This is an optimization exercise on Yosys and OpenROAD, whose aim is small area, not a production implementation.
Only simulation tests tie the RTL to the original design; equivalence was not proved.
Power and IR drop assume default switching activity.

## JK
// hub75_engine
module hub75_engine #(
    parameter [31:0] FLICKER_BUDGET_TICKS = 32'd500000
) (
    input  wire        clk,
    input  wire        rst,           
    input  wire        cmd_valid,
    output wire        cmd_ready,
    input  wire [63:0] cmd_data,
    output reg         rsp_valid,
    output wire [63:0] rsp_data,
    input  wire        timeout,
    output wire        mem_rd_en,
    output wire        mem_rd_buf,
    output wire [24:0] mem_rd_addr,
    input  wire [5:0]  mem_rd_data,
    output reg  [5:0]  hub_data,
    output reg         hub_clk,
    output reg         hub_lat,
    output wire        hub_oe_n,
    output reg  [4:0]  hub_addr,
    output wire        irq_fault
);
Size: about 1700 cells after synthesis, roughly 490 flip-flops.
Settings: LEC_CHECK=0, CAP_MARGIN=20, CORE_MARGIN=2, CORE_UTILIZATION=55, SLEW_MARGIN=20; clock period 18.0 ns.
standard.sh (not shown) runs the stock make flow with config.mk's settings and CLKGATE_MAP_FILE= SYNTH_SCRIPT=/design/flow/synth_recipe.tcl, a recipe that flattens the netlist after the stock synthesis.
==> flow/flow/run.sh <==
#!/bin/bash
# Layout flow: the standard flow (standard.sh: ORFS from synthesis to
# the final layout), with three changes:
#  - synthesis is the standard flow's own script, except that ABC maps the logic with
#    the area-oriented script flow/area.abc instead of ORFS's speed script
#    (the clock period leaves ample slack); flip-flops are mapped before
#    ABC runs, so the registers are those of the standard synthesis;
#  - the port buffers that global placement inserts are the smallest
#    buffer (buf_1) instead of the resizer's default choice;
#  - clock tree synthesis makes larger sink clusters and inserts no dummy
#    loads (all sinks still reach the clock through buffers).
# The make output goes to standard.log here; ORFS writes each step's log
# under orfs/logs.
set -euo pipefail
HERE=$(pwd)
cat > "$HERE/area_synth.tcl" <<EOF
proc abc {args} {
  set i [lsearch -exact \$args -script]
  if {\$i >= 0} { lset args [expr {\$i + 1}] $HERE/flow/area.abc }
  yosys abc {*}\$args
}
source $HERE/synth_recipe.tcl
EOF
export BUFFER_PORTS_ARGS="-buffer_cell sky130_fd_sc_hd__buf_1"
export CTS_ARGS="-sink_clustering_enable -repair_clock_nets -dont_use_dummy_load -sink_clustering_size 18 -sink_clustering_max_diameter 60 -buf_list sky130_fd_sc_hd__clkbuf_8"
bash standard.sh SYNTH_SCRIPT="$HERE/area_synth.tcl" finish > standard.log 2>&1
==> flow/flow/area.abc <==
strash
&get -n
&fraig -x
&put
scorr
dc2
strash
&get -n
&deepsyn -T 60
&synch2
&dch -f
&nf -a -R 1000
&put
The flow did not stop early for JK: all stages ran, and the layout cleared the timing, design-rule and antenna checks.
Edits applied to the flow inputs when going from JK to MS:
-- flow/flow/run.sh --
<<< JK, line 25
export CTS_ARGS="-sink_clustering_enable -repair_clock_nets -dont_use_dummy_load -sink_clustering_size 18 -sink_clustering_max_diameter 60 -buf_list sky130_fd_sc_hd__clkbuf_8"
>>> MS, line 25
export CTS_ARGS="-sink_clustering_enable -repair_clock_nets -dont_use_dummy_load -sink_clustering_size 32 -sink_clustering_max_diameter 80 -buf_list sky130_fd_sc_hd__clkbuf_16"
--- outcome ---
JK and MS ended up with nearly the same design area.
Side by side, clock group share of total power turned out higher in MS than in JK.
On part of the cycle the worst path needs, JK tracks MS almost exactly.
The worst setup slack in MS sits 0.024 ns below the value recorded for JK.
MS and JK ended up with roughly the same via count.
In the metrics for JK and MS, the one carrying the higher met2 layer wire length in the routed design is JK.
Max total global-route track usage across JK and MS: JK
The inputs of AL differ from those of MS as listed below.
-- flow/flow/run.sh --
<<< MS, line 25
export CTS_ARGS="-sink_clustering_enable -repair_clock_nets -dont_use_dummy_load -sink_clustering_size 32 -sink_clustering_max_diameter 80 -buf_list sky130_fd_sc_hd__clkbuf_16"
>>> AL, line 25
export CTS_ARGS="-sink_clustering_enable -repair_clock_nets -dont_use_dummy_load -sink_clustering_size 26 -sink_clustering_max_diameter 60 -buf_list sky130_fd_sc_hd__clkbuf_16"
-- flow/flow/area.abc --
<<< MS, line 9
&deepsyn -T 60
>>> AL, line 9
Results
AL vs MS — placeable core area climbed slightly. Compared with MS, AL shows simple-gate area share of the yosys netlist higher by 0.73 points. AL vs. MS: overall power consumption up about 6.6%; clock edge transition at the registers on the reported setup and hold paths lost 0.03 ns.
Input changes introduced in TR (baseline for comparison: AL):
-- flow/flow/run.sh --
<<< AL, line 25
export CTS_ARGS="-sink_clustering_enable -repair_clock_nets -dont_use_dummy_load -sink_clustering_size 26 -sink_clustering_max_diameter 60 -buf_list sky130_fd_sc_hd__clkbuf_16"
>>> TR, line 25
export CTS_ARGS="-sink_clustering_enable -repair_clock_nets -dont_use_dummy_load -sink_clustering_size 14 -sink_clustering_max_diameter 50 -buf_list sky130_fd_sc_hd__clkbuf_8"
-- flow/flow/area.abc --
<<< AL, line 9
>>> TR, line 9
&deepsyn -T 60
==> comparison <==
TR against AL: final worst-path setup slack moved up, via count moved down, highest attainable clock frequency moved up, count of unique library cells instantiated by Yosys moved up, time the final worst path needs with I/O delays and setup moved down. Compared TR vs AL, and share of the final layout cell area in sequential cells is up in TR. AL has a higher gate count of the mapped netlist than TR. Of the two values seen for start point of the critical path, cmd_data[28] was produced by TR and cmd_data[29] by AL. Between TR and AL, power is lower for TR, AL comes in above that.

[afterwards: timing with drivers on the ports]
No port has a modelled driver above. Below, the same layouts with a new extraction and two added sets of constraints. Step 1: set_driving_cell puts a clkbuf_16 on clk and a buf_2 on each other input, an assumption about the parent block. Step 2, shift: input delay + t, output delay - t, t = (earliest + latest rising clock arrival at the registers) / 2. This alone moves slack from input paths to output paths. a / b / c = ideal ports / drivers / drivers and shift; a / b = the first two.
| run | shift t [ns] | setup slack, ns | latest minus earliest clock arrival (ns) | slew at the worst register clock pin (ns) |
|---|---|---|---|---|
| JK | 0.653 | 9.420 / 9.452 / 8.799 | 0.069 / 0.068 | 0.11 / 0.11 |
| MS | 0.600 | 9.396 / 9.430 / 8.830 | 0.050 / 0.050 | 0.12 / 0.12 |
| AL | 0.581 | 9.246 / 9.283 / 8.702 | 0.085 / 0.086 | 0.09 / 0.09 |
| TR | 0.668 | 9.433 / 9.469 / 8.800 | 0.086 / 0.085 | 0.09 / 0.09 |
After both steps setup and hold are still met in every run listed. For TR, which loses most, drivers alone change the setup slack by +0.036 ns; drivers and shift together by -0.633 ns.
